Background: an optimization exercise with open tools, aiming at small area. Do not read the settings as production practice. Only simulation tests tie the RTL to the original design; equivalence was not proved. No activity file was given, so power comes from the tool's default toggle rates.

### design/flow/flow/abc_area_map.script
&get -n
&st
&deepsyn -T 60
&dch -f
&nf -R 1000 -a
&put
topo
### design/flow/config.mk
export PLATFORM = sky130hd
export DESIGN_NAME = srcp
export DESIGN_NICKNAME = srcp
export VERILOG_FILES = /design/flow/design.v
export SDC_FILE = /design/flow/constraint.sdc
export NUM_CORES = 4
export LEC_CHECK = 0
export CAP_MARGIN = 0
export CORE_MARGIN = 2
export CORE_UTILIZATION = 40
export SLEW_MARGIN = 0
### design/flow/design.v
module srcp (
  input  wire        clk,
  input  wire        rst,           
  input  wire        host_sel,
  input  wire        host_we,
  input  wire [5:0]  host_addr,
  input  wire [1:0]  host_size,
  input  wire [31:0] host_wdata,
  output reg  [31:0] host_rdata,
  output wire        host_err,
  output reg         gpio_req,
  output reg         gpio_we,
  output wire [31:0] gpio_addr,
  output wire [31:0] gpio_wdata,
  input  wire [31:0] gpio_rdata,
  input  wire        gpio_ack,
  input  wire [2:0]  grant,
  input  wire        sink_ok,
  output wire        evt_valid,
  output wire [15:0] evt_data,
  input  wire        evt_ready
);
  localparam [2:0] LS_UNCONFIGURED = 3'd0, LS_CONFIGURED = 3'd1,
                   LS_READY = 3'd2, LS_TORN_DOWN = 3'd3, LS_FAILED = 3'd4;
  localparam [3:0] S_IDLE  = 4'd0,
                   S_C_RD  = 4'd1,    
                   S_C_WR  = 4'd2,    
                   S_I_S17 = 4'd3,    
                   S_I_C27 = 4'd4,    
                   S_T_C17 = 4'd5,    
                   S_T_C27 = 4'd6,    
                   S_P_S27 = 4'd7,    
                   S_P_C27 = 4'd8,    
                   S_P_LEV = 4'd9,    
                   S_P_C17 = 4'd10,   
                   S_P_S17 = 4'd11,   
                   S_P_END = 4'd12,   
                   S_D     = 4'd13;   
  reg  [2:0]  lstate;
  reg  [3:0]  st;
  reg  [3:0]  idx;          
  reg  [28:0] dn;           
  wire [28:0] d = ~dn;
  reg  [15:0] rawn;         
  wire [15:0] raw = ~rawn;
  reg         raw_nz;       
  reg         raw_valid;
  reg  [4:0]  err;          
  reg  [31:0] errcmd;
  reg  [1:0]  ecm;          
  wire busy = (st != S_IDLE);
  wire cfgd = (lstate == LS_CONFIGURED) || (lstate == LS_READY);
  assign host_err = host_sel && ((host_size != 2'd2) || (host_addr[1:0] != 2'b00));
  wire host_ok   = host_sel && (host_size == 2'd2) && (host_addr[1:0] == 2'b00);
  wire cmd_wr    = host_ok && host_we && (host_addr[5:2] == 4'h0);
  wire status_wr = host_ok && host_we && (host_addr[5:2] == 4'h1);
  always @(*) begin
    case (host_addr[5:2])
      4'h1:    host_rdata = {19'b0, err[4:0], 3'b0, raw_valid, lstate, busy};
      4'h2:    host_rdata = {16'b0, raw & {16{raw_nz}}};
      4'h3:    host_rdata = 32'h0001_12E1;
      4'h4:    host_rdata = 32'h0019_0001;
      4'h5:    host_rdata = 32'h0000_0728;
      4'h6:    host_rdata = ecm[1] ? 32'h1 : (errcmd & {32{ecm[0]}});
      default: host_rdata = 32'h0000_0000;
    endcase
  end
  wire [3:0] w_op   = host_wdata[3:0];
  wire       w_well = (w_op <= 4'd6) && (host_wdata[15:4] == 12'h000) &&
                      ((host_wdata[31:16] == 16'h0000) || (w_op == 4'd5));
  reg        w_legal;
  always @(*) begin
    case (w_op)
      4'd1:    w_legal = (lstate != LS_FAILED);
      4'd2:    w_legal = cfgd;
      4'd3:    w_legal = (lstate == LS_READY);
      4'd4:    w_legal = cfgd && raw_valid;
      4'd5:    w_legal = cfgd;
      default: w_legal = 1'b1;
    endcase
  end
  wire cmd_err = cmd_wr && (busy || !w_well || !w_legal);
  wire accept  = cmd_wr && !busy && w_well && w_legal;
  wire [10:0] cnt  = d[26:16];
  wire        done = (cnt == 11'h711);
  wire        cfail = !cfgd && !(&grant && sink_ok);
  always @(*) begin
    case (st)
      S_C_RD:                    gpio_req = !cfail;
      S_P_C27, S_P_LEV, S_P_S17: gpio_req = done;
      S_IDLE, S_P_END, S_D:      gpio_req = 1'b0;
      default:                   gpio_req = 1'b1;
    endcase
  end
  always @(*) begin
    case (st)
      S_C_RD, S_P_LEV: gpio_we = 1'b0;
      default:         gpio_we = 1'b1;
    endcase
  end
  reg [3:0] a52;
  always @(*) begin
    case (st)
      S_C_RD, S_C_WR:            a52 = (idx[1:0] == 2'd0) ? 4'h1 : 4'h2;
      S_I_S17, S_P_S27, S_P_S17: a52 = 4'h7;    
      S_P_LEV:                   a52 = 4'hD;    
      default:                   a52 = 4'hA;    
    endcase
  end
  assign gpio_addr = {24'h202000, 2'b00, a52, 2'b00};
  wire pin17 = (st == S_I_S17) || (st == S_T_C17) || (st == S_P_C17) || (st == S_P_S17);
  wire cwr   = (st == S_C_WR);
  wire [31:0] pinword = {4'b0, ~cwr & ~pin17, 9'b0, pin17, 17'b0};
  wire [31:0] fword   = {d[28:21], idx[1] ? d[8:6] : 3'b001, d[20:9],
                         idx[1] ? 3'b000 : d[8:6], d[5:0]};
  assign gpio_wdata = (fword & {32{cwr}}) | pinword;
  wire acc = gpio_req && gpio_ack;
  wire ax    = idx[2] & ~idx[3];
  wire fin = idx[3] & idx[2];
  assign evt_valid = (st == S_D);
  assign evt_data  = {fin, ax, 2'b00, idx[3] & ~idx[2], ax, idx[1], idx[0],
                      6'b0, ax & d[0], ~fin & (d[0] | (ax & d[6]))};
  wire xfer = evt_valid && evt_ready;
  function [11:0] perm(input [15:0] r);
    perm = {r[7], r[5], r[11:8], r[6], r[4], r[3:0]};
  endfunction
  reg [3:0] st_n;
  always @(*) begin
    st_n = st;
    case (st)
      S_IDLE:
        if (accept)
          case (w_op)
            4'd1:    st_n = S_C_RD;
            4'd2:    st_n = S_I_S17;
            4'd3:    st_n = S_P_S27;
            4'd4,
            4'd5:    st_n = S_D;
            4'd6:    st_n = cfgd ? S_T_C17 : S_IDLE;
            default: st_n = S_IDLE;
          endcase
      S_C_RD:  if (cfail) st_n = S_IDLE; else if (acc) st_n = S_C_WR;
      S_C_WR:  if (acc) st_n = idx[1] ? S_IDLE : S_C_RD;
      S_I_S17: if (acc) st_n = S_I_C27;
      S_I_C27: if (acc) st_n = S_IDLE;
      S_T_C17: if (acc) st_n = S_T_C27;
      S_T_C27: if (acc) st_n = S_IDLE;
      S_P_S27: if (acc) st_n = S_P_C27;
      S_P_C27: if (acc) st_n = S_P_LEV;
      S_P_LEV: if (acc) st_n = S_P_C17;
      S_P_C17: if (acc) st_n = S_P_S17;
      S_P_S17: if (acc) st_n = (idx == 4'd15) ? S_P_END : S_P_LEV;
      S_P_END: if (done) st_n = S_IDLE;
      S_D:     if (xfer && fin) st_n = S_IDLE;
      default: st_n = S_IDLE;
    endcase
  end
  always @(posedge clk) begin
    if (rst) st <= S_IDLE;
    else     st <= st_n;
  end
  always @(posedge clk) begin
    if (accept)
      idx <= 4'd0;
    else if ((st == S_C_WR && acc) || (st == S_P_S17 && acc) || xfer)
      idx <= idx + 4'd1 + {3'b0, ax & (st == S_D)};
  end
  always @(posedge clk) begin
    if (st == S_C_RD && acc) begin
      dn <= ~({gpio_rdata[31:24], gpio_rdata[20:9],
            idx[1] ? gpio_rdata[23:21] : gpio_rdata[8:6], gpio_rdata[5:0]});
    end else begin
      if (accept && (w_op == 4'd4))
        dn[11:0] <= ~(perm(raw));
      else if (accept && (w_op == 4'd5))
        dn[11:0] <= ~(perm(host_wdata[31:16]));
      else if ((st == S_P_LEV && acc) || xfer)
        dn[15:0] <= ~({~gpio_rdata[22], d[15:1]});
      if (acc)
        dn[26:16] <= ~({1'b0, st == S_P_S27, 9'h100});
      else if (!done && st != S_C_WR)
        dn[26:16] <= ~({cnt[9:0], cnt[10] ^ cnt[8]});
    end
  end
  always @(posedge clk) begin
    if (rst) begin
      lstate    <= LS_UNCONFIGURED;
      raw_valid <= 1'b0;
      raw_nz    <= 1'b0;
      err       <= 5'b0;
      ecm       <= 2'd0;
    end else begin
      if (status_wr)
        err <= err & ~host_wdata[12:8];
      if (cmd_err) begin
        ecm <= 2'd1;
        if (busy)        err[3] <= 1'b1;
        else if (!w_well) err[2] <= 1'b1;
        else             err[4] <= 1'b1;
      end
      if (accept && w_op == 4'd6 && !cfgd) begin
        raw_valid <= 1'b0;
        lstate    <= LS_TORN_DOWN;
      end
      if (st == S_C_RD && cfail) begin
        lstate <= LS_FAILED;
        ecm    <= 2'd2;
        if (!(&grant)) err[0] <= 1'b1;
        else           err[1] <= 1'b1;
      end
      if (st == S_C_WR && acc && idx[1] && !cfgd)
        lstate <= LS_CONFIGURED;
      if (st == S_I_C27 && acc)
        lstate <= LS_READY;
      if (st == S_T_C27 && acc) begin
        raw_valid <= 1'b0;
        lstate    <= LS_TORN_DOWN;
      end
      if (st == S_P_END && done) begin
        raw_valid <= 1'b1;
        raw_nz    <= 1'b1;
      end
    end
  end
  always @(posedge clk) begin
    if (cmd_err)
      errcmd <= host_wdata;
    if (st == S_P_END && done)
      rawn <= ~d[15:0];
  end
endmodule
### design/flow/standard.sh
#!/bin/bash
# synth_recipe.tcl (not shown) runs the flow's synth.tcl, then flattens the netlist and writes it again
# the make line also repeats each setting of config.mk as NAME=value (left out here)
make -C /OpenROAD-flow-scripts/flow DESIGN_CONFIG=/design/flow/config.mk WORK_HOME=/design/flow/orfs CLKGATE_MAP_FILE= SYNTH_SCRIPT=/design/flow/synth_recipe.tcl "${@:-finish}"
### design/flow/flow/run.sh
#!/bin/bash
# The standard layout (standard.sh), built with these changes:
# - synthesis runs the standard synthesis script unchanged, but ABC maps
#   the logic with an area-oriented script (flow/abc_area_map.script) in
#   place of ORFS's speed script; the registers are the standard ones;
# - the port buffers use the smallest buffer cell, buf_1;
# - the constant outputs share one tie cell instead of one tie cell each;
# - the clock tree uses clkbuf_8 buffers and no dummy balancing loads.
# Each step's full output is in synth.log and standard.log here.
set -euo pipefail
rm -rf scripts_area
cp -r "$FLOW_HOME/scripts" scripts_area
cp flow/abc_area_map.script scripts_area/abc_speed.script
export BUFFER_PORTS_ARGS="-buffer_cell sky130_fd_sc_hd__buf_1"
export SKIP_REPAIR_TIE_FANOUT=1
export CTS_ARGS="-sink_clustering_enable -repair_clock_nets -dont_use_dummy_load -buf_list {sky130_fd_sc_hd__clkbuf_8}"
SCRIPTS_DIR="$PWD/scripts_area" bash standard.sh synth > synth.log 2>&1
bash standard.sh > standard.log 2>&1
### design/flow/constraint.sdc
create_clock -name core_clock -period 10.0 [get_ports {clk}]
set_input_delay 2.0000 -clock core_clock [delete_from_list [all_inputs] [get_ports {clk}]]
set_output_delay 2.0000 -clock core_clock [all_outputs]
set_load 0.01 [all_outputs]
==> results.py, run 1 <==
metrics = {
    "floorplan": {
        "die_height_um": 115,
        "coreArea_um2": 12000,
        "row_count": 40,
        "io_pins": 198,
        "initial_core_util": 0.410,
        "die_area_um2": 13100,
        "die_w_um": 115,
    },
    "grt": {
        "antenna_found_initial": 0,
        "grt_max_degree": 35,
        "grt_first_pass_wirelength_um": 21400,
        "grt_pass1_vias": 3921,
        "grt_overflow": 0,
        "grt_usage": 0.216,
    },
    "pwr": {
        "intPower_uw": 668,
        "p_leak_nw": 1.82,
        "p_sw_uw": 349,
        "seqPwrFrac": 0.527,
        "p_comb_frac": 0.275,
        "p_clk_frac": 0.198,
        "vdd_ir_drop_max_mv": 0.117,
        "power.density_nw_per_um2": 184,
        "power_mw": 1.02,
        "swShare": 0.343,
    },
    "layout": {
        "design_area_um2": 5540,
        "antenna_cells": 0,
        "drive_gt1_frac": 0.0209,
        "fin_cells": 769,
        "n_fill_cell": 1185,
        "fin_util": 0.463,
        "fin_nets": 708,
        "area_growth_pct": 13.1,
    },
    "synth": {
        "yosysUniqueCellTypes": 47,
        "synth_ff_type": "edfxtp_1",
        "synth_seq_cells": 97,
        "synth_edf_count": 77,
        "syn-num-nets": 574,
        "avgSynthCellArea_um2": 10.0,
        "seq_area_frac_synth": 0.554,
        "synth_warnings": 1,
        "netlist_instances": 490,
        "synthesis.area_um2": 4900,
        "ys_async_sr_fraction": 0,
    },
    "critical_path": {
        "crit_path_cell_trace": "buf_1 > nor2_1 > a21oi_1 > nor4bb_4 > buf_4 > a22oi_1 > o21ai_0 > buf_1",
        "cp_max_fo": 31,
        "crit_required_ps": 8000,
        "path_common_cell": "buf_1",
        "crit_path_max_incr_delay_ps": 340,
        "crit_path_end_kind": "output port",
        "critPathLaunchType": "input pin",
        "crit_type": "input pin to output port",
        "cp_slowest_cell": "buf_4",
        "arrival_ps": 3820,
    },
    "timing": {
        "period_needed_ps": 5820,
        "worst_slack_ps": 4180,
        "fin_setup_tns_ps": 0,
        "rsz0062_at_grt": "false",
        "fin_hold_ws_ps": 470,
        "hold_viol_final": 0,
        "setup_viol": 0,
        "tightest_slew_ps": 942,
        "fin_skew_ps": 30.7,
        "fmax_ghz": 0.172,
        "layout_worst_path_cycle_share": 0.582,
        "drv_slew": 0,
        "relSlewSlack": 0.366,
    },
    "hold_path": {
        "hp-class": "flip-flop to flip-flop",
    },
    "detailed_routing": {
        "drt_wl_total_um": 14300,
        "via_count": 4212,
        "postRouteAntennaNets": 0,
        "wl_per_cell_um": 18.6,
        "remaining_drc_errors": 0,
        "post_drt_via_cell_ratio": 5.48,
        "firstDrtPassIters": 4,
        "drtIter0Drc": 409,
    },
    "clock_tree": {
        "h-tree-depth": 3,
        "cts_buffers": 9,
        "post_cts_buffers": 0,
        "cts_resized": 0,
        "cts_tree": "done",
        "cts.sinks": 97,
        "cts_root_buf": "clkbuf_8",
        "cts_hold_buf": 0,
        "cts.path.max_buffers": 2,
        "clk_pin_slew_ps": 80,
        "clock_latency_ps": 370,
    },
    "run": {
        "maxCapViolations": 0,
    },
    "placed_design": {
        "dpl.hpwl_um": 11000,
        "routabilityCongestion": 0.935,
        "dp_slack_ps": 4190,
        "postPlaceCellArea_um2": 5420,
        "io_buffers": 161,
        "dp.cells": 760,
    },
    "run_status": {
        "outcome": "no timing/DRC/antenna violations",
    },
}
==> area by class of cell <==
type                    count  area, um^2  share of cell area
flip-flops and latches     97        2710               0.490
multi-input cells         341        1850               0.334
repair buffers            164         627               0.113
well taps                 147         184              0.0332
clock buffers               9         124              0.0224
inverters                  11        41.3             0.00745
==> placed cells by master (no fill, tap or decap), drive strengths merged, types with 8 or more instances in the layout <==
cell type,instances
clkbuf,9
and2,16
edfxtp,77
nor3,15
buf,164
dfxtp,20
nor2,86
o211ai,8
nor2b,10
nand3,8
a21oi,30
nand2,50
nor4,10
o21ai,24
clkinv,11
==> cell families after synthesis <==
logic type / share of synthesized area
buffers and inverters: 0.0713
and+or+nand+nor: 0.209
other: 0.00153
xor gates and xnor gates: 0.00536
DFF: 0.554
AOI/OAI and AO/OA: 0.151
adders and majority gates: 0.00511
muxes: 0.00204
==> critical path, delay by kind of cell <==
kind,cells,cell delay [ps]
buf+inv,3,840
compound gates,3,530
simple gates,2,430
==> path summary, 6_finish.rpt <==
| kind | cells after the start | start | to | slack, ps |
|---|---|---|---|---|
| hold / removal | 0 | dn[2] | rawn[2] | 470 |
| setup / recovery | 8 | host_addr[4] | host_rdata[4] | 4180 |
| setup reg to reg | 9 | lstate[1] | dn[8] | 5410 |
| hold reg to reg | 0 | dn[2] | rawn[2] | 470 |
==> per-layer routing <==
metal  share of wire  global-route usage  routed length [um]  vias up
met3           0.073              0.0519                1040       17
met4           0.017              0.0602                 250        0
met5               0                   0                   0        -
met2            0.45               0.329                6390      177
li1                -                   -                   -     2021
met1            0.46               0.307                6630     1997
==> cells in the mapped netlist, drive strengths merged (2+ instances only) <==
cell type | count | area share
a211o | 2 | 0.0036
a21o | 7 | 0.011
a21oi | 30 | 0.031
a221o | 2 | 0.0041
a221oi | 6 | 0.011
a22o | 4 | 0.0072
a22oi | 7 | 0.011
a31oi | 3 | 0.0038
a32oi | 2 | 0.0036
and2 | 16 | 0.020
and3 | 2 | 0.0026
buf | 41 | 0.063
clkinv | 11 | 0.0084
conb | 2 | 0.0015
dfxtp | 20 | 0.082
edfxtp | 77 | 0.47
ha | 2 | 0.0051
nand2 | 50 | 0.038
nand2b | 5 | 0.0064
nand3 | 8 | 0.0082
nand4 | 5 | 0.0064
nand4b | 2 | 0.0036
nor2 | 86 | 0.066
nor2b | 10 | 0.013
nor3 | 15 | 0.015
nor4 | 10 | 0.013
o211ai | 8 | 0.012
o21ai | 24 | 0.025
o21bai | 7 | 0.011
o32ai | 3 | 0.0054
or2 | 2 | 0.0026
or3 | 3 | 0.0038
or4 | 2 | 0.0031
xor2 | 3 | 0.0054
==> flip-flops by register name, summed over array words and instances (netlist names) <==
register / flops
dn: 29
ecm: 2
err: 5
errcmd: 32
idx: 4
lstate: 3
raw_nz: 1
raw_valid: 1
rawn: 16
st: 4
==> power by group through the flow <==
stage               Clock, mW  Sequential, mW  Combinational (mW)
floorplan                   0           0.528               0.201
global placement            0           0.542               0.273
detailed placement          0           0.544               0.277
CTS                     0.206           0.535               0.279
global route            0.222           0.542               0.313
finish                  0.202           0.536               0.279
==> inputs of run 2 (changes only) <==
--- a/design/flow/config.mk
+++ b/design/flow/config.mk
@@ -9,3 +9,3 @@
 export CORE_MARGIN = 2
-export CORE_UTILIZATION = 40
+export CORE_UTILIZATION = 55
 export SLEW_MARGIN = 0
==> run 2 against run 1 <==
Compared with the run above:
- still clean on timing, DRC and antenna
- final area decreased by 1.0%
- register-to-register slack better by 120 ps
- via count is 1.6% higher
- routed wire length is 3.3% lower
- critical path type unchanged
- critical endpoint unchanged
- largest power group unchanged
==> results.py, run 2 <==
metrics = {
    "layout": {
        "final_cell_mix": "buf_1, nor2_1, edfxtp_1",
        "design_area_um2": 5480,
        "final-seq-area_um2": 2710,
        "n_fill_cell": 778,
        "fin_cells": 729,
        "multi_input_area_um2": 1850,
        "area_growth_pct": 12.0,
        "reg.largest.list": "errcmd: 32 flops, dn: 29 flops, rawn: 16 flops",
        "fin_nets": 707,
        "final_common_cell": "buf_1",
        "antenna_cells": 0,
        "drive_gt1_frac": 0.0193,
        "largest_register_ffs": 32,
        "largest-register": "errcmd",
    },
    "pwr": {
        "p_clk_frac": 0.199,
        "intPower_uw": 668,
        "p_comb_frac": 0.272,
        "seqPwrFrac": 0.528,
        "p_leak_nw": 1.82,
        "p_sw_uw": 347,
        "power.density_nw_per_um2": 185,
        "swShare": 0.342,
        "vdd_ir_drop_max_mv": 0.101,
    },
    "detailed_routing": {
        "remaining_drc_errors": 0,
        "drtIter0Drc": 219,
        "post_drt_via_cell_ratio": 5.87,
        "firstDrtPassIters": 5,
        "postRouteAntennaNets": 0,
        "wl_per_cell_um": 19.0,
        "via_count": 4278,
        "drt_wl_total_um": 13800,
    },
    "clock_tree": {
        "cts_resized": 0,
        "cts_hold_buf": 0,
        "cts_root_buf": "clkbuf_8",
        "clk_pin_slew_ps": 90,
        "cts_buffers": 9,
        "cts.path.max_buffers": 2,
        "clock_latency_ps": 360,
        "cts.sinks": 97,
        "post_cts_buffers": 0,
        "cts_tree": "done",
        "h-tree-depth": 3,
    },
    "timing": {
        "drv_slew": 0,
        "fin_hold_ws_ps": 491,
        "rsz0062_at_grt": "false",
        "tightest_slew_ps": 1080,
        "layout_worst_path_cycle_share": 0.585,
        "fmax_ghz": 0.171,
        "setup_viol": 0,
        "worst_slack_ps": 4150,
        "hold_viol_final": 0,
        "fin_skew_ps": 38.4,
        "fin_setup_tns_ps": 0,
        "relSlewSlack": 0.271,
        "period_needed_ps": 5850,
    },
    "run": {
        "maxCapViolations": 0,
    },
    "grt": {
        "grt_pass1_vias": 3978,
        "grt_overflow": 0,
        "grt_usage": 0.283,
        "grt_max_degree": 35,
        "grt_first_pass_wirelength_um": 21200,
        "antenna_found_initial": 0,
    },
    "synth": {
        "synth_edf_count": 77,
        "syn-num-nets": 574,
        "yosysTopAreaCellShare": 0.472,
        "synth_ff_type": "edfxtp_1",
        "synth_most_common_cell": "nor2_1",
        "synth_warnings": 1,
        "netlist_instances": 490,
        "synth_common_cells": "nor2_1, edfxtp_1, nand2_1",
        "seq_area_frac_synth": 0.554,
        "synthesis.area_um2": 4900,
        "synth_seq_cells": 97,
        "avgSynthCellArea_um2": 10.0,
        "synth_top_area_cell": "edfxtp_1",
        "synth.area.top_cells": "edfxtp_1, dfxtp_1, nor2_1",
        "ys_async_sr_fraction": 0,
        "yosysUniqueCellTypes": 47,
    },
    "hold_path": {
        "hold_depth": 2,
        "holdPathEnd": "raw_nz",
        "hp-class": "flip-flop to flip-flop",
        "min_from": "raw_nz",
    },
    "floorplan": {
        "die_height_um": 98.4,
        "initial_core_util": 0.564,
        "die_w_um": 98.4,
        "io_pins": 198,
        "die_area_um2": 9680,
        "coreArea_um2": 8680,
        "row_count": 34,
    },
    "placed_design": {
        "dpl.hpwl_um": 10600,
        "dp_slack_ps": 4160,
        "postPlaceCellArea_um2": 5360,
        "dp.cells": 720,
        "io_buffers": 161,
        "routabilityCongestion": 0.934,
    },
    "critical_path": {
        "cp_max_fo": 29,
        "reg2reg_slack_ps": 5530,
        "arrival_ps": 3850,
        "crit_path_end_kind": "output port",
        "crit_required_ps": 8000,
        "critPathLaunchType": "input pin",
        "cp_slowest_cell": "buf_4",
        "reg2reg_to": "dn[7]",
        "worstReg2RegStart": "st[1]",
        "crit_path_max_incr_delay_ps": 340,
        "crit_path_cell_trace": "buf_1 > nor2_1 > nand2_1 > nor2_1 > a21oi_1 > nor4bb_4 > buf_4 > a22oi_1 > o21ai_0 > buf_1",
        "r2r_cells": 10,
        "crit_type": "input pin to output port",
    },
    "run_status": {
        "outcome": "no timing/DRC/antenna violations",
    },
}
[run 2: cell count changes in the layout (fill, tap and decap cells not counted)]
cell and delta:
buf_4 -1
[run 2: critical path: cells and delay by family]
| kind | cells | cell delay (ps) |
|---|---|---|
| simple gates | 4 | 670 |
| compound gates | 3 | 480 |
| buf+inv | 3 | 690 |
[run 2: per-layer routing]
metal	up-vias	wire length, um	GRT usage	part of all wire
li1	2015	-	-	-
met1	2006	6120	0.415	0.44
met2	236	6230	0.423	0.45
met3	21	1180	0.0523	0.085
met4	0	312	0.102	0.023
met5	-	0	0	0
[run 2: how the worst max path moves through the flow]
stage / start / endpoint / cells past startpoint
2_1_floorplan: host_addr[5] / host_rdata[1] / 6
3_3_place_gp: host_addr[4] / host_rdata[4] / 8
3_5_place_dp: host_addr[4] / host_rdata[4] / 8
4_1_cts: host_addr[4] / host_rdata[4] / 8
5_1_grt: host_addr[4] / host_rdata[4] / 8
6_report: host_addr[2] / host_rdata[4] / 10
[run 2: area by class of cell]
class	instances	share of cell area
flip-flops and latches	97	0.495
well taps	108	0.0246
clock buffers	9	0.0226
multi-input cells	341	0.338
inverters	11	0.00753
repair buffers	163	0.113
[run 2: logic make-up (layout without fill, tap and decap cells)]
logic type | after synthesis | count (layout) | synth area share
xor+xnor | 3 | 3 | 0.00536
mux | 1 | 1 | 0.00204
flops | 97 | 97 | 0.554
simple gates | 220 | 220 | 0.209
buf+inv | 52 | 183 | 0.0713
compound gates | 113 | 113 | 0.151
fa+ha+maj | 2 | 2 | 0.00511
other cells | 2 | 2 | 0.00153
[run 2: metrics by stage]
step,util,power [mW]
final,0.632,1.01
after global routing,0.632,1.07
after CTS,0.632,1.02
after detailed placement,0.618,0.817
after global placement,0.618,0.813
after floorplan,-,0.728
[run 2: power by group through the flow]
stage	clock network, mW	registers [mW]	logic [mW]
after floorplan	0	0.528	0.201
after global placement	0	0.543	0.270
after detailed placement	0	0.544	0.274
after CTS	0.206	0.534	0.275
after global routing	0.220	0.541	0.314
final	0.202	0.536	0.276
==> inputs of run 3 (changes only) <==
--- a/design/flow/design.v
+++ b/design/flow/design.v
@@ -27,13 +27,9 @@
                    S_C_WR  = 4'd2,    
-                   S_I_S17 = 4'd3,    
-                   S_I_C27 = 4'd4,    
-                   S_T_C17 = 4'd5,    
-                   S_T_C27 = 4'd6,    
-                   S_P_S27 = 4'd7,    
-                   S_P_C27 = 4'd8,    
-                   S_P_LEV = 4'd9,    
-                   S_P_C17 = 4'd10,   
-                   S_P_S17 = 4'd11,   
-                   S_P_END = 4'd12,   
-                   S_D     = 4'd13;   
+                   S_W1    = 4'd3,    
+                   S_C27   = 4'd4,    
+                   S_P_LEV = 4'd5,    
+                   S_P_C17 = 4'd6,    
+                   S_P_S17 = 4'd7,    
+                   S_P_END = 4'd8,    
+                   S_D     = 4'd9;    
   reg  [2:0]  lstate;
@@ -89,3 +85,4 @@
       S_C_RD:                    gpio_req = !cfail;
-      S_P_C27, S_P_LEV, S_P_S17: gpio_req = done;
+      S_C27:                     gpio_req = done | (idx[1:0] != 2'd0);
+      S_P_LEV, S_P_S17:          gpio_req = done;
       S_IDLE, S_P_END, S_D:      gpio_req = 1'b0;
@@ -104,3 +101,4 @@
       S_C_RD, S_C_WR:            a52 = (idx[1:0] == 2'd0) ? 4'h1 : 4'h2;
-      S_I_S17, S_P_S27, S_P_S17: a52 = 4'h7;    
+      S_P_S17:                   a52 = 4'h7;    
+      S_W1:                      a52 = idx[1] ? 4'hA : 4'h7;
       S_P_LEV:                   a52 = 4'hD;    
@@ -110,3 +108,3 @@
   assign gpio_addr = {24'h202000, 2'b00, a52, 2'b00};
-  wire pin17 = (st == S_I_S17) || (st == S_T_C17) || (st == S_P_C17) || (st == S_P_S17);
+  wire pin17 = (st == S_W1 && idx[1:0] != 2'd0) || (st == S_P_C17) || (st == S_P_S17);
   wire cwr   = (st == S_C_WR);
@@ -134,7 +132,7 @@
             4'd1:    st_n = S_C_RD;
-            4'd2:    st_n = S_I_S17;
-            4'd3:    st_n = S_P_S27;
+            4'd2,
+            4'd3:    st_n = S_W1;
             4'd4,
             4'd5:    st_n = S_D;
-            4'd6:    st_n = cfgd ? S_T_C17 : S_IDLE;
+            4'd6:    st_n = cfgd ? S_W1 : S_IDLE;
             default: st_n = S_IDLE;
@@ -143,8 +141,4 @@
       S_C_WR:  if (acc) st_n = idx[1] ? S_IDLE : S_C_RD;
-      S_I_S17: if (acc) st_n = S_I_C27;
-      S_I_C27: if (acc) st_n = S_IDLE;
-      S_T_C17: if (acc) st_n = S_T_C27;
-      S_T_C27: if (acc) st_n = S_IDLE;
-      S_P_S27: if (acc) st_n = S_P_C27;
-      S_P_C27: if (acc) st_n = S_P_LEV;
+      S_W1:    if (acc) st_n = S_C27;
+      S_C27:   if (acc) st_n = (idx[1:0] == 2'd0) ? S_P_LEV : S_IDLE;
       S_P_LEV: if (acc) st_n = S_P_C17;
@@ -163,3 +157,3 @@
     if (accept)
-      idx <= 4'd0;
+      idx <= {2'b00, w_op == 4'd6, w_op == 4'd2};
     else if ((st == S_C_WR && acc) || (st == S_P_S17 && acc) || xfer)
@@ -179,3 +173,3 @@
       if (acc)
-        dn[26:16] <= ~({1'b0, st == S_P_S27, 9'h100});
+        dn[26:16] <= ~({1'b0, st == S_W1, 9'h100});
       else if (!done && st != S_C_WR)
@@ -212,5 +206,5 @@
         lstate <= LS_CONFIGURED;
-      if (st == S_I_C27 && acc)
+      if (st == S_C27 && acc && idx[0])
         lstate <= LS_READY;
-      if (st == S_T_C27 && acc) begin
+      if (st == S_C27 && acc && idx[1]) begin
         raw_valid <= 1'b0;
--- a/design/flow/config.mk
+++ b/design/flow/config.mk
@@ -9,3 +9,3 @@
 export CORE_MARGIN = 2
-export CORE_UTILIZATION = 55
+export CORE_UTILIZATION = 40
 export SLEW_MARGIN = 0
==> run 3 against run 2 <==
Compared with the run above:
- still clean on timing, DRC and antenna
- cell count grew 4.1%
- combinational power shrank 34%
- register-to-register slack worse by 210 ps
- final area increased by 0.57%
- critical path depth fell by 5
- utilization down 17 points
- maximum frequency up 1.1%
- clock power about the same
- critical path type unchanged
- largest cell class unchanged
==> results.py, run 3 <==
metrics = {
    "run_status": {
        "outcome": "no timing/DRC/antenna violations",
    },
    "clock_tree": {
        "cts_hold_buf": 0,
        "h-tree-depth": 3,
        "clk_pin_slew_ps": 80,
        "cts_root_buf": "clkbuf_8",
        "post_cts_buffers": 0,
        "clock_latency_ps": 380,
        "cts_tree": "done",
        "cts.sinks": 97,
        "cts_buffers": 9,
        "cts_resized": 0,
        "cts.path.max_buffers": 2,
    },
    "floorplan": {
        "initial_core_util": 0.409,
        "io_pins": 198,
        "row_count": 40,
        "die_area_um2": 13100,
        "die_height_um": 115,
        "die_w_um": 115,
        "coreArea_um2": 12000,
    },
    "placed_design": {
        "routabilityCongestion": 0.893,
        "dp_slack_ps": 4300,
        "io_buffers": 161,
        "dpl.hpwl_um": 11300,
    },
    "timing": {
        "tightest_slew_ps": 1080,
        "drv_slew": 0,
        "fmax_ghz": 0.173,
        "fin_setup_tns_ps": 0,
        "layout_worst_path_cycle_share": 0.579,
        "fin_skew_ps": 24.3,
        "fin_hold_ws_ps": 489,
        "relSlewSlack": 0.280,
        "setup_viol": 0,
        "worst_slack_ps": 4210,
        "period_needed_ps": 5790,
        "hold_viol_final": 0,
        "rsz0062_at_grt": "false",
    },
    "critical_path": {
        "path_common_cell": "buf_1",
        "crit_path_cell_trace": "buf_1 > nand3_1 > or2_0 > o21ai_0 > buf_1",
        "crit_path_end_kind": "output port",
        "crit_type": "input pin to output port",
        "crit_required_ps": 8000,
        "critPathLaunchType": "input pin",
        "crit_path_max_incr_delay_ps": 530,
        "cp_slowest_cell": "or2_0",
        "arrival_ps": 3790,
        "cp_max_fo": 11,
    },
    "pwr": {
        "p_leak_nw": 1.78,
        "power.density_nw_per_um2": 163,
        "vdd_ir_drop_max_mv": 0.0854,
        "power_uw": 897,
    },
    "synth": {
        "synthesis.area_um2": 4890,
        "synth_ff_type": "edfxtp_1",
        "synth_most_common_cell": "nor2_1",
        "synth_edf_count": 79,
        "ys_async_sr_fraction": 0,
        "synth_warnings": 1,
        "synth_common_cells": "nor2_1, edfxtp_1, nand2_1",
        "syn-num-nets": 564,
        "synth.area.top_cells": "edfxtp_1, dfxtp_1, nor2_1",
        "seq_area_frac_synth": 0.559,
        "synth_top_area_cell": "edfxtp_1",
        "netlist_instances": 480,
        "synth_seq_cells": 97,
        "yosysUniqueCellTypes": 47,
        "yosysTopAreaCellShare": 0.485,
        "avgSynthCellArea_um2": 10.2,
    },
    "detailed_routing": {
        "via_count": 4312,
        "firstDrtPassIters": 5,
        "drtIter0Drc": 333,
        "drt_wl_total_um": 14900,
        "remaining_drc_errors": 0,
        "wl_per_cell_um": 19.6,
        "post_drt_via_cell_ratio": 5.68,
        "postRouteAntennaNets": 0,
    },
    "layout": {
        "largest-register": "errcmd",
        "area_growth_pct": 12.8,
        "drive_gt1_frac": 0.0196,
        "fin_nets": 698,
        "final_cell_mix": "buf_1, nor2_1, edfxtp_1",
        "reg.largest.list": "errcmd: 32 flops, dn: 29 flops, rawn: 16 flops",
        "antenna_cells": 0,
        "final_common_cell": "buf_1",
        "largest_register_ffs": 32,
    },
    "grt": {
        "grt_pass1_vias": 4095,
        "grt_overflow": 0,
        "antenna_found_initial": 0,
        "grt_usage": 0.227,
        "grt_max_degree": 35,
        "grt_first_pass_wirelength_um": 22400,
    },
    "hold_path": {
        "hp-class": "flip-flop to flip-flop",
    },
    "run": {
        "maxCapViolations": 0,
    },
}
==> run 3: layout make-up <==
cell class	instances	area, um^2
fillers	1215	6450
flip-flops and latches	97	2730
multi-input cells	331	1810
repair buffers	164	627
well taps	147	184
clock buffers	9	124
inverters	11	41.3
==> run 3: logic make-up after synthesis <==
group                    synth area share
other                             0.00154
buffers and inverters              0.0714
AO/OA/AOI/OAI                       0.160
XOR/XNOR                          0.00358
AND/OR/NAND/NOR                     0.199
flip-flops                          0.559
adder cells (fa/ha/maj)           0.00512
==> run 3: worst max-delay path, delay by kind of cell <==
family | cells | cell delay, ps
buffers and inverters | 2 | 560
AOI/OAI and AO/OA | 1 | 420
and+or+nand+nor | 2 | 810
==> run 3: final timing paths <==
path	to	cells past startpoint	slack, ps	start
worst max-delay path	host_rdata[1]	5	4210	host_addr[3]
worst min-delay path	rawn[15]	0	490	dn[15]
worst max register to register	dn[7]	14	5320	st[0]
worst min register to register	rawn[15]	0	490	dn[15]
==> run 3: per-layer routing <==
| metal | up-vias | wire, um | global-route usage |
|---|---|---|---|
| met2 | 234 | 6760 | 0.351 |
| met3 | 14 | 1340 | 0.0603 |
| li1 | 1994 | - | - |
| met1 | 2070 | 6540 | 0.317 |
| met5 | - | 0 | 0 |
| met4 | 0 | 260 | 0.0545 |
==> run 3: where the power goes <==
group          internal [mW]  switching [mW]
clock                 0.0810           0.123
sequential             0.480          0.0321
combinational         0.0658           0.116
==> run 3: stage by stage <==
step                      utilization  cell area [um^2]  std cells
after floorplan                     -              4890        480
after global placement          0.451              5390        750
after detailed placement        0.451              5390        750
after CTS                       0.461              5520        759
after global routing            0.461              5520        759
final                           0.461              5520        759
==> inputs of run 4 (changes only) <==
--- a/design/flow/config.mk
+++ b/design/flow/config.mk
@@ -9,3 +9,3 @@
 export CORE_MARGIN = 2
-export CORE_UTILIZATION = 40
+export CORE_UTILIZATION = 55
 export SLEW_MARGIN = 0
==> run 4 against run 3 <==
Compared with the run above:
- synthesized cell count stayed put
- largest power group unchanged
- first-iteration DRC count is 0.60% higher
- clock-buffer cell count stayed put
- register-to-register slack better by 120 ps
- routed wire length is 5.9% lower
- global-route usage is 5.9 points higher
- worst setup slack better by 120 ps
- critical endpoint unchanged
- sequential share of layout area is 0.44 points higher
- critical path depth stayed put
==> results.py, run 4 <==
metrics = {
    "run_status": {
        "outcome": "no timing/DRC/antenna violations",
    },
    "grt": {
        "grt_usage": 0.286,
        "grt_overflow": 0,
        "grt_pass1_vias": 4002,
        "antenna_found_initial": 0,
        "grt_max_degree": 35,
        "grt_first_pass_wirelength_um": 21400,
    },
    "layout": {
        "reg.largest.list": "errcmd: 32 flops, dn: 29 flops, rawn: 16 flops",
        "antenna_cells": 0,
        "final_cell_mix": "buf_1, nor2_1, edfxtp_1",
        "multi_input_area_um2": 1810,
        "final-seq-area_um2": 2730,
        "area_growth_pct": 11.8,
        "n_fill_cell": 774,
        "drive_gt1_frac": 0.0196,
        "final_common_cell": "buf_1",
        "largest-register": "errcmd",
        "largest_register_ffs": 32,
        "fin_nets": 698,
    },
    "timing": {
        "relSlewSlack": 0.378,
        "drv_slew": 0,
        "tightest_slew_ps": 931,
        "setup_viol": 0,
        "fmax_ghz": 0.176,
        "fin_skew_ps": 30.0,
        "fin_setup_tns_ps": 0,
        "hold_viol_final": 0,
        "rsz0062_at_grt": "false",
        "period_needed_ps": 5670,
        "layout_worst_path_cycle_share": 0.567,
    },
    "synth": {
        "synth_common_cells": "nor2_1, edfxtp_1, nand2_1",
        "synth_top_area_cell": "edfxtp_1",
        "syn-num-nets": 564,
        "synth.area.top_cells": "edfxtp_1, dfxtp_1, nor2_1",
        "synth_most_common_cell": "nor2_1",
        "yosysTopAreaCellShare": 0.485,
        "synth_edf_count": 79,
        "synth_compound_area_frac": 0.160,
        "synth-xor-area-share": 0.00358,
        "synthSimpleGateAreaFrac": 0.199,
        "synthesis.area_um2": 4890,
        "yosysUniqueCellTypes": 47,
        "avgSynthCellArea_um2": 10.2,
        "seq_area_frac_synth": 0.559,
        "muxShareOfSynthArea": 0,
        "synth-adder-area-share": 0.00512,
        "synth_top_family_by_area": "simple AND/OR/NAND/NOR gates",
        "synth_ff_type": "edfxtp_1",
        "netlist_instances": 480,
        "synth_seq_cells": 97,
        "synth_warnings": 1,
        "ys_async_sr_fraction": 0,
    },
    "critical_path": {
        "reg2reg_slack_ps": 5440,
        "crit_required_ps": 8000,
        "crit_path_end_kind": "output port",
        "critPathLaunchType": "input pin",
        "crit_type": "input pin to output port",
        "reg2reg_to": "dn[6]",
        "r2r_cells": 14,
        "arrival_ps": 3670,
        "worstReg2RegStart": "st[0]",
        "cp_max_fo": 11,
    },
    "clock_tree": {
        "cts_root_buf": "clkbuf_8",
        "cts.path.max_buffers": 2,
        "clock_latency_ps": 360,
        "cts.sinks": 97,
        "clk_pin_slew_ps": 70,
        "cts_tree": "done",
        "cts_buffers": 9,
        "cts_resized": 0,
        "h-tree-depth": 3,
        "post_cts_buffers": 0,
        "cts_hold_buf": 0,
    },
    "hold_path": {
        "hold_depth": 0,
        "hp-class": "flip-flop to flip-flop",
        "holdPathEnd": "rawn[10]",
        "min_from": "dn[10]",
    },
    "floorplan": {
        "die_w_um": 98.3,
        "row_count": 34,
        "die_height_um": 98.3,
        "initial_core_util": 0.563,
        "coreArea_um2": 8680,
        "die_area_um2": 9660,
        "io_pins": 198,
    },
    "detailed_routing": {
        "firstDrtPassIters": 5,
        "via_count": 4301,
        "wl_per_cell_um": 19.5,
        "post_drt_via_cell_ratio": 5.97,
        "drt_wl_total_um": 14000,
        "remaining_drc_errors": 0,
        "drtIter0Drc": 335,
        "postRouteAntennaNets": 0,
    },
    "placed_design": {
        "routabilityCongestion": 0.971,
        "dpl.hpwl_um": 10800,
        "io_buffers": 161,
    },
    "pwr": {
        "vdd_ir_drop_max_mv": 0.107,
        "power.density_nw_per_um2": 164,
        "p_leak_nw": 1.78,
        "power_uw": 896,
    },
    "run": {
        "maxCapViolations": 0,
    },
}
[run 4: final cells by class]
type	count	share of cell area
clock buffers	9	0.0227
inverters	11	0.00755
multi-input cells	331	0.331
flip-flops and latches	97	0.500
well taps	108	0.0247
repair buffers	164	0.115
[run 4: metal layers]
layer  vias to the layer above  global-route usage  part of all wire
met5                         -                   0                 0
met4                         0              0.0685            0.0099
met3                        12              0.0594             0.086
met2                       234               0.456              0.47
met1                      2054               0.407              0.43
li1                       2001                   -                 -
[run 4: worst max-delay path by stage]
stage,startpoint,to,cells after the start
after floorplan,host_addr[5],host_rdata[1],5
after global placement,host_addr[3],host_rdata[1],5
after detailed placement,host_addr[3],host_rdata[1],5
after CTS,host_addr[4],host_rdata[2],7
after global routing,host_addr[3],host_rdata[1],5
final,host_addr[3],host_rdata[1],5
[run 4: cell families (layout without fill, tap and decap cells)]
logic type / Yosys count / in the layout
AO/OA/AOI/OAI: 118 / 118
XOR/XNOR: 2 / 2
adder cells (fa/ha/maj): 2 / 2
buffers and inverters: 52 / 184
flip-flops: 97 / 97
other: 2 / 2
AND/OR/NAND/NOR: 207 / 207
[run 4: where the power goes]
group / leakage, nW / internal (mW) / total, mW / switching (mW)
registers: 0.871 / 0.480 / 0.512 / 0.0326
clock network: 0.0647 / 0.0811 / 0.202 / 0.120
logic: 0.849 / 0.0658 / 0.182 / 0.116
total: 1.78 / 0.627 / 0.896 / 0.269
[run 4: worst max-delay path, stage by stage]
cell and delay, ps:
buf_1 320, nand3_1 270, or2_0 530, o21ai_0 360
buf_1 180
[run 4: stage by stage]
| step | util | setup WS (ps) | cell area (um^2) | instances | hold WS, ps |
|---|---|---|---|---|---|
| 3_5_place_dp | 0.616 | 4390 | 5340 | 711 | 470 |
| 4_1_cts | 0.630 | 4380 | 5470 | 720 | 482 |
| 3_3_place_gp | 0.616 | 4410 | 5340 | 711 | 459 |
| 5_1_grt | 0.630 | 4200 | 5470 | 720 | 492 |
| 2_1_floorplan | - | 4580 | 4890 | 480 | 415 |
| 6_report | 0.630 | 4330 | 5470 | 720 | 489 |
==> inputs of run 5 (changes only) <==
--- a/design/flow/design.v
+++ b/design/flow/design.v
@@ -34,3 +34,3 @@
                    S_D     = 4'd9;    
-  reg  [2:0]  lstate;
+  reg  [2:0]  ls;
   reg  [3:0]  st;
@@ -42,3 +42,2 @@
   reg         raw_nz;       
-  reg         raw_valid;
   reg  [4:0]  err;          
@@ -47,3 +46,5 @@
   wire busy = (st != S_IDLE);
-  wire cfgd = (lstate == LS_CONFIGURED) || (lstate == LS_READY);
+  wire       cfgd      = ls[1] ^ ls[0];
+  wire       raw_valid = ls[2] & cfgd;
+  wire [2:0] lstate    = {ls == 3'b100, ls[1:0]};
   assign host_err = host_sel && ((host_size != 2'd2) || (host_addr[1:0] != 2'b00));
@@ -180,4 +181,3 @@
     if (rst) begin
-      lstate    <= LS_UNCONFIGURED;
-      raw_valid <= 1'b0;
+      ls        <= 3'b000;
       raw_nz    <= 1'b0;
@@ -194,8 +194,6 @@
       end
-      if (accept && w_op == 4'd6 && !cfgd) begin
-        raw_valid <= 1'b0;
-        lstate    <= LS_TORN_DOWN;
-      end
+      if (accept && w_op == 4'd6 && !cfgd)
+        ls <= 3'b011;
       if (st == S_C_RD && cfail) begin
-        lstate <= LS_FAILED;
+        ls     <= 3'b100;
         ecm    <= 2'd2;
@@ -205,12 +203,10 @@
       if (st == S_C_WR && acc && idx[1] && !cfgd)
-        lstate <= LS_CONFIGURED;
+        ls <= 3'b001;
       if (st == S_C27 && acc && idx[0])
-        lstate <= LS_READY;
-      if (st == S_C27 && acc && idx[1]) begin
-        raw_valid <= 1'b0;
-        lstate    <= LS_TORN_DOWN;
-      end
+        ls <= {ls[2], 2'b10};
+      if (st == S_C27 && acc && idx[1])
+        ls <= 3'b011;
       if (st == S_P_END && done) begin
-        raw_valid <= 1'b1;
-        raw_nz    <= 1'b1;
+        ls[2]  <= 1'b1;
+        raw_nz <= 1'b1;
       end
==> design/flow/flow/run.sh (replaced) <==
#!/bin/bash
# The standard layout (standard.sh), built with these changes:
# - synthesis runs the standard synthesis script unchanged, but ABC maps
#   the logic with an area-oriented script (flow/abc_area_map.script) in
#   place of ORFS's speed script; the registers are the standard ones.  The
#   script's random search (&deepsyn) runs with several seeds, one synthesis
#   each, and the synthesis with the smallest cell area is kept;
# - the port buffers use the smallest buffer cell, buf_1;
# - the constant outputs share one tie cell instead of one tie cell each;
# - the clock tree uses clkbuf_8 buffers and no dummy balancing loads.
# Each step's full output is in synth_S*.log and standard.log here.
set -euo pipefail
RES=orfs/results/sky130hd/srcp/base
REP=orfs/reports/sky130hd/srcp/base
best=""
best_area=""
for seed in 0 7 13 29; do
  rm -rf scripts_area orfs
  cp -r "$FLOW_HOME/scripts" scripts_area
  sed "s/SEED/$seed/" flow/abc_area_map.script > scripts_area/abc_speed.script
  SCRIPTS_DIR="$PWD/scripts_area" bash standard.sh synth > synth_S$seed.log 2>&1
  area=$(awk '/Chip area for module/ {print $NF}' $REP/synth_stat.txt | tail -n 1)
  echo "seed $seed: synthesized cell area $area" | tee -a synth_choice.log
  rm -rf "keep_S$seed"
  cp -a orfs "keep_S$seed"
  if [[ -z "$best" ]] || awk -v a="$area" -v b="$best_area" 'BEGIN { exit !(a < b) }'; then
    best=$seed
    best_area=$area
  fi
done
echo "kept seed $best ($best_area)" | tee -a synth_choice.log
rm -rf orfs
cp -a "keep_S$best" orfs
rm -rf keep_S* scripts_area
export BUFFER_PORTS_ARGS="-buffer_cell sky130_fd_sc_hd__buf_1"
export SKIP_REPAIR_TIE_FANOUT=1
export CTS_ARGS="-sink_clustering_enable -repair_clock_nets -dont_use_dummy_load -buf_list {sky130_fd_sc_hd__clkbuf_8}"
bash standard.sh > standard.log 2>&1
==> design/flow/flow/abc_area_map.script (replaced) <==
&get -n
&st
&deepsyn -T 60 -S SEED
&dch -f
&nf -R 1000 -a
&put
topo
==> run 5 against run 4 <==
Compared with the run above:
- maximum frequency down 10%
- critical endpoint is now host_rdata[11]
- clock power down 2%
- first-iteration DRC count shrank 21%
- sequential cell count shrank 1
==> results.py, run 5 <==
metrics = {
    "run_status": {
        "outcome": "no timing/DRC/antenna violations",
    },
    "hold_path": {
        "hp-class": "flip-flop to flip-flop",
        "holdPathEnd": "raw_nz",
        "min_from": "raw_nz",
        "hold_depth": 2,
    },
    "detailed_routing": {
        "via_count": 4292,
        "remaining_drc_errors": 0,
        "firstDrtPassIters": 5,
        "post_drt_via_cell_ratio": 5.96,
        "drt_wl_total_um": 13600,
        "drtIter0Drc": 264,
        "postRouteAntennaNets": 0,
        "wl_per_cell_um": 18.9,
    },
    "layout": {
        "antenna_cells": 0,
        "largest-register": "errcmd",
        "n_fill_cell": 807,
        "final-seq-area_um2": 2710,
        "fin_nets": 700,
        "area_growth_pct": 11.6,
        "multi_input_area_um2": 1820,
        "largest_register_ffs": 32,
        "final_common_cell": "buf_1",
        "drive_gt1_frac": 0.0180,
        "final_cell_mix": "buf_1, nor2_1, edfxtp_1",
        "fin_cells": 720,
        "reg.largest.list": "errcmd: 32 flops, dn: 29 flops, rawn: 16 flops",
    },
    "critical_path": {
        "worstReg2RegStart": "dn[24]",
        "arrival_ps": 4330,
        "crit_required_ps": 8000,
        "path_common_cell": "buf_1",
        "reg2reg_to": "dn[0]",
        "crit_family": "simple AND/OR/NAND/NOR gates",
        "r2r_cells": 8,
        "crit_type": "input pin to output port",
        "cp_num_buf_inv": 2,
        "reg2reg_slack_ps": 6060,
        "cp_slowest_cell": "nor3b_1",
        "crit_path_max_incr_delay_ps": 700,
        "crit_path_end_kind": "output port",
        "crit_path_cell_trace": "buf_1 > nand2b_1 > nor3b_1 > a311oi_1 > and4_1 > a221o_1 > buf_1",
        "critPathLaunchType": "input pin",
        "cp_max_fo": 31,
    },
    "synth": {
        "synth_seq_cells": 96,
        "netlist_instances": 482,
        "yosysUniqueCellTypes": 48,
        "syn-num-nets": 568,
        "ys_async_sr_fraction": 0,
        "synthesis.area_um2": 4890,
        "yosysTopAreaCellShare": 0.485,
        "avgSynthCellArea_um2": 10.1,
        "synth_top_area_cell": "edfxtp_1",
        "synth_edf_count": 79,
        "seq_area_frac_synth": 0.555,
        "synth_ff_type": "edfxtp_1",
        "synth_warnings": 1,
        "synth_most_common_cell": "nor2_1",
        "synth.area.top_cells": "edfxtp_1, dfxtp_1, buf_4",
        "synth_common_cells": "nor2_1, edfxtp_1, nand2_1",
    },
    "timing": {
        "hold_viol_final": 0,
        "relSlewSlack": 0.228,
        "fin_skew_ps": 21.3,
        "period_needed_ps": 6330,
        "fin_setup_tns_ps": 0,
        "fin_hold_ws_ps": 458,
        "rsz0062_at_grt": "false",
        "layout_worst_path_cycle_share": 0.633,
        "drv_slew": 0,
        "fmax_ghz": 0.158,
        "tightest_slew_ps": 1160,
        "setup_viol": 0,
    },
    "pwr": {
        "power.density_nw_per_um2": 176,
        "vdd_ir_drop_max_mv": 0.109,
        "p_leak_nw": 1.77,
    },
    "floorplan": {
        "die_area_um2": 9660,
        "io_pins": 198,
        "coreArea_um2": 8680,
        "initial_core_util": 0.564,
        "die_height_um": 98.3,
        "row_count": 34,
        "die_w_um": 98.3,
    },
    "clock_tree": {
        "cts.sinks": 96,
        "cts_resized": 0,
        "cts_root_buf": "clkbuf_8",
        "post_cts_buffers": 0,
        "cts_buffers": 9,
        "cts_hold_buf": 0,
        "cts_tree": "done",
        "clock_latency_ps": 350,
        "clk_pin_slew_ps": 90,
        "h-tree-depth": 3,
        "cts.path.max_buffers": 2,
    },
    "placed_design": {
        "dpl.hpwl_um": 10300,
        "io_buffers": 161,
        "dp.cells": 711,
        "routabilityCongestion": 0.931,
    },
    "grt": {
        "grt_first_pass_wirelength_um": 20800,
        "grt_pass1_vias": 3945,
        "antenna_found_initial": 0,
        "grt_max_degree": 36,
        "grt_overflow": 0,
        "grt_usage": 0.276,
    },
    "run": {
        "maxCapViolations": 0,
    },
}
run 5: report_power, final:
group / total, mW / switching [mW] / leakage (nW) / internal [mW]
combinational: 0.246 / 0.166 / 0.849 / 0.0799
sequential: 0.514 / 0.0348 / 0.858 / 0.479
clock: 0.198 / 0.117 / 0.0647 / 0.0810
run 5: metrics by stage:
stage / power, mW / util / instance area (um^2) / worst slack [ps]
after floorplan: 0.680 / - / 4890 / 4360
after global placement: 0.761 / 0.614 / 5330 / 3830
after detailed placement: 0.765 / 0.614 / 5330 / 3660
after CTS: 0.957 / 0.629 / 5460 / 3670
after global routing: 1.01 / 0.629 / 5460 / 3370
final: 0.958 / 0.629 / 5460 / 3670
run 5: worst max path at each step:
stage / start / end / slack, ps / depth (start not counted)
after CTS: host_addr[5] / host_rdata[11] / 3670 / 7
after global placement: host_addr[5] / host_rdata[11] / 3830 / 7
final: host_addr[5] / host_rdata[11] / 3670 / 7
after floorplan: host_addr[5] / host_rdata[11] / 4360 / 5
after detailed placement: host_addr[5] / host_rdata[11] / 3660 / 7
after global routing: host_addr[4] / host_rdata[3] / 3370 / 7
run 5: logic make-up (layout without fill, tap and decap cells):
kind of cell / count (synthesis) / after routing / synth area share
simple gates: 206 / 206 / 0.199
flops: 96 / 96 / 0.555
buf+inv: 54 / 184 / 0.0729
fa+ha+maj: 4 / 4 / 0.0102
xor+xnor: 1 / 1 / 0.00179
other cells: 2 / 2 / 0.00154
compound gates: 118 / 118 / 0.158
mux: 1 / 1 / 0.00205
run 5: worst reg2reg max path, cell delays in order, from the launching register on:
cell and delay (ps):
edfxtp_1 460, or4b_1 510, or4_1 480, a21oi_1 250, nand2_1 240, or3_1 570, clkinv_1 510, nor2_1 260
a221o_1 420
run 5: final cells by class:
class,instances,share of cell area
Clock buffer,9,0.0227
Timing Repair Buffer,162,0.112
Sequential cell,96,0.497
Multi-Input combinational cell,332,0.334
Inverter,13,0.00894
Tap cell,108,0.0248
run 5: metal layers:
layer	vias up	track usage	wire, um
met5	-	0	0
met4	0	0.0896	288
met3	26	0.0387	1140
met2	227	0.451	6550
met1	2037	0.384	5630
li1	2002	-	-
==> inputs of run 6 (changes only) <==
--- a/design/flow/flow/run.sh
+++ b/design/flow/flow/run.sh
@@ -4,3 +4,5 @@
 #   the logic with an area-oriented script (flow/abc_area_map.script) in
-#   place of ORFS's speed script; the registers are the standard ones.  The
+#   place of ORFS's speed script, and with no adder cells (ADDER_MAP_FILE
+#   empty) so that ABC maps all of the logic; the registers are the standard
+#   ones.  The
 #   script's random search (&deepsyn) runs with several seeds, one synthesis
@@ -20,3 +22,3 @@
   sed "s/SEED/$seed/" flow/abc_area_map.script > scripts_area/abc_speed.script
-  SCRIPTS_DIR="$PWD/scripts_area" bash standard.sh synth > synth_S$seed.log 2>&1
+  ADDER_MAP_FILE= SCRIPTS_DIR="$PWD/scripts_area" bash standard.sh synth > synth_S$seed.log 2>&1
   area=$(awk '/Chip area for module/ {print $NF}' $REP/synth_stat.txt | tail -n 1)
==> run 6 against run 5 <==
Compared with the run above:
- still clean on timing, DRC and antenna
- non-clock buffer count grew 2
- final area is 0.66% lower
- die area down 0.95%
- combinational power decreased by 53%
- power is 15% lower
- maximum frequency grew 11%
- hold slack got worse by 6.2 ps
==> results.py, run 6 <==
metrics = {
    "clock_tree": {
        "clk_pin_slew_ps": 70,
        "cts.sinks": 96,
        "h-tree-depth": 3,
        "cts_buffers": 9,
        "cts_tree": "done",
        "post_cts_buffers": 0,
        "cts_root_buf": "clkbuf_8",
        "clock_latency_ps": 370,
        "cts.path.max_buffers": 2,
        "cts_resized": 0,
        "cts_hold_buf": 0,
    },
    "layout": {
        "final_common_cell": "buf_1",
        "fin_cells": 728,
        "final_cell_mix": "buf_1, nor2_1, edfxtp_1",
        "reg.largest.list": "errcmd: 32 flops, dn: 29 flops, rawn: 16 flops",
        "drive_gt1_frac": 0.0194,
        "largest-register": "errcmd",
        "largest_register_ffs": 32,
        "antenna_cells": 0,
        "fin_nets": 704,
        "area_growth_pct": 11.9,
    },
    "pwr": {
        "power.density_nw_per_um2": 150,
        "vdd_ir_drop_max_mv": 0.115,
        "p_leak_nw": 1.75,
        "power_uw": 815,
    },
    "timing": {
        "period_needed_ps": 5720,
        "rsz0062_at_grt": "false",
        "drv_slew": 0,
        "fmax_ghz": 0.175,
        "relSlewSlack": 0.310,
        "hold_viol_final": 0,
        "worst_slack_ps": 4280,
        "tightest_slew_ps": 1030,
        "setup_viol": 0,
        "fin_setup_tns_ps": 0,
        "layout_worst_path_cycle_share": 0.572,
        "fin_skew_ps": 28.4,
    },
    "synth": {
        "yosysUniqueCellTypes": 42,
        "yosysTopAreaCellShare": 0.490,
        "synth_ff_type": "edfxtp_1",
        "synth.area.top_cells": "edfxtp_1, dfxtp_1, nor2_1",
        "synth_warnings": 1,
        "seq_area_frac_synth": 0.560,
        "synth_most_common_cell": "nor2_1",
        "synth_common_cells": "nor2_1, edfxtp_1, nand2_1",
        "synth_edf_count": 79,
        "synth_top_area_cell": "edfxtp_1",
        "avgSynthCellArea_um2": 9.92,
        "netlist_instances": 488,
        "ys_async_sr_fraction": 0,
        "syn-num-nets": 570,
        "synthesis.area_um2": 4840,
        "synth_seq_cells": 96,
    },
    "detailed_routing": {
        "met1_length_um": 5560,
        "firstDrtPassIters": 5,
        "drt_wl_total_um": 13900,
        "wl_per_cell_um": 19.1,
        "dr.max_layer_used": "met4",
        "remaining_drc_errors": 0,
        "wl_met2_um": 6550,
        "wl_met3_um": 1270,
        "post_drt_via_cell_ratio": 5.94,
        "drtIter0Drc": 269,
        "postRouteAntennaNets": 0,
        "via_count": 4323,
    },
    "grt": {
        "grt_max_degree": 35,
        "grt_usage": 0.287,
        "grt_first_pass_wirelength_um": 21200,
        "grt_pass1_vias": 3861,
        "grt_overflow": 0,
        "antenna_found_initial": 0,
    },
    "floorplan": {
        "io_pins": 198,
        "row_count": 34,
        "die_area_um2": 9570,
        "die_height_um": 97.8,
        "die_w_um": 97.8,
        "initial_core_util": 0.561,
        "coreArea_um2": 8640,
    },
    "placed_design": {
        "dp_slack_ps": 4310,
        "routabilityCongestion": 0.919,
        "io_buffers": 161,
        "dp.cells": 719,
        "dpl.hpwl_um": 10600,
    },
    "hold_path": {
        "hold_depth": 2,
        "hp-class": "flip-flop to flip-flop",
        "min_from": "raw_nz",
        "holdPathEnd": "raw_nz",
    },
    "critical_path": {
        "r2r_cells": 13,
        "crit_required_ps": 8000,
        "reg2reg_to": "dn[5]",
        "worstReg2RegStart": "st[0]",
        "arrival_ps": 3720,
        "reg2reg_slack_ps": 5430,
        "cp_max_fo": 22,
        "crit_type": "input pin to output port",
        "critPathLaunchType": "input pin",
        "crit_path_end_kind": "output port",
    },
    "run_status": {
        "outcome": "no timing/DRC/antenna violations",
    },
    "run": {
        "maxCapViolations": 0,
    },
}
run 6: logic make-up after synthesis:
logic type      after synthesis  synth area share
other cells                   2           0.00155
compound gates              116             0.151
xor+xnor                      3           0.00543
simple gates                218             0.209
flops                        96             0.560
buf+inv                      53            0.0729
run 6: per-stage QoR:
stage	hold slack (ps)	utilization	area (um^2)
floorplan	410	-	4840
global placement	441	0.613	5300
detailed placement	443	0.613	5300
CTS	454	0.628	5420
global route	485	0.628	5420
finish	452	0.628	5420
run 6: how the worst max path moves through the flow:
| stage | depth (start not counted) | end | start |
|---|---|---|---|
| final | 7 | host_rdata[11] | host_addr[4] |
| after detailed placement | 13 | dn[8] | host_wdata[9] |
| after CTS | 7 | host_rdata[11] | host_addr[4] |
| after floorplan | 5 | host_rdata[11] | host_addr[5] |
| after global placement | 7 | host_rdata[11] | host_addr[4] |
| after global routing | 7 | host_rdata[11] | host_addr[4] |
run 6: worst max-delay path, cell delays in order:
cell and delay, ps:
buf_1 300, nand3b_1 120, nor2_1 530, buf_4 360
a22oi_1 130, o21ai_0 120, buf_1 170
run 6: final cells by class:
class / count / area, um^2
sequential: 96 / 2710
inverter: 12 / 45.0
fill: 782 / 3220
tap: 108 / 135
clock buffer: 9 / 124
multi-input combinational: 339 / 1780
timing repair buffer: 164 / 627
run 6: power by group:
group          total, mW  internal [mW]  switching (mW)
sequential         0.496          0.469          0.0272
combinational      0.116         0.0447          0.0712
clock              0.203         0.0810           0.122
total              0.815          0.595           0.221
run 6: layer usage:
| metal | global-route usage | vias up |
|---|---|---|
| li1 | - | 2007 |
| met1 | 0.392 | 2020 |
| met2 | 0.444 | 263 |
| met3 | 0.0472 | 33 |
| met4 | 0.147 | 0 |
| met5 | 0 | - |

static timing again, ports no longer ideal:
In the flow no input, the clock included, has a driving cell. The finished layouts below were timed again as built, in two steps. Step 1 assumes that a clkbuf_16 drives the clock port and a buf_2 every other input. Step 2 moves the port delays by t, midway between the first and last clock arrival at a register: inputs arrive t later, outputs are due t later. That takes back most of the time a late clock gives input paths. Slacks: ideal / step 1 / step 2; pairs: ideal / step 1.
run | t (ns) | setup WS [ns] | hold WS [ns] | worst register clock-pin slew, ns | worst data-port slew with drivers (ns)
run 1 | 0.382 | 4.177 / 4.153 / 4.153 | 0.470 / 0.470 / 0.470 | 0.10 / 0.10 | 0.05
run 2 | 0.375 | 4.149 / 4.125 / 4.125 | 0.491 / 0.491 / 0.491 | 0.11 / 0.11 | 0.06
run 3 | 0.398 | 4.210 / 4.184 / 4.184 | 0.489 / 0.489 / 0.489 | 0.10 / 0.10 | 0.05
run 4 | 0.374 | 4.331 / 4.305 / 4.305 | 0.489 / 0.489 / 0.489 | 0.10 / 0.10 | 0.06
run 5 | 0.380 | 3.667 / 3.644 / 3.644 | 0.458 / 0.458 / 0.458 | 0.09 / 0.09 | 0.05
run 6 | 0.386 | 4.275 / 4.253 / 4.253 | 0.452 / 0.452 / 0.452 | 0.10 / 0.10 | 0.06
After both steps setup and hold are still met in every run listed.
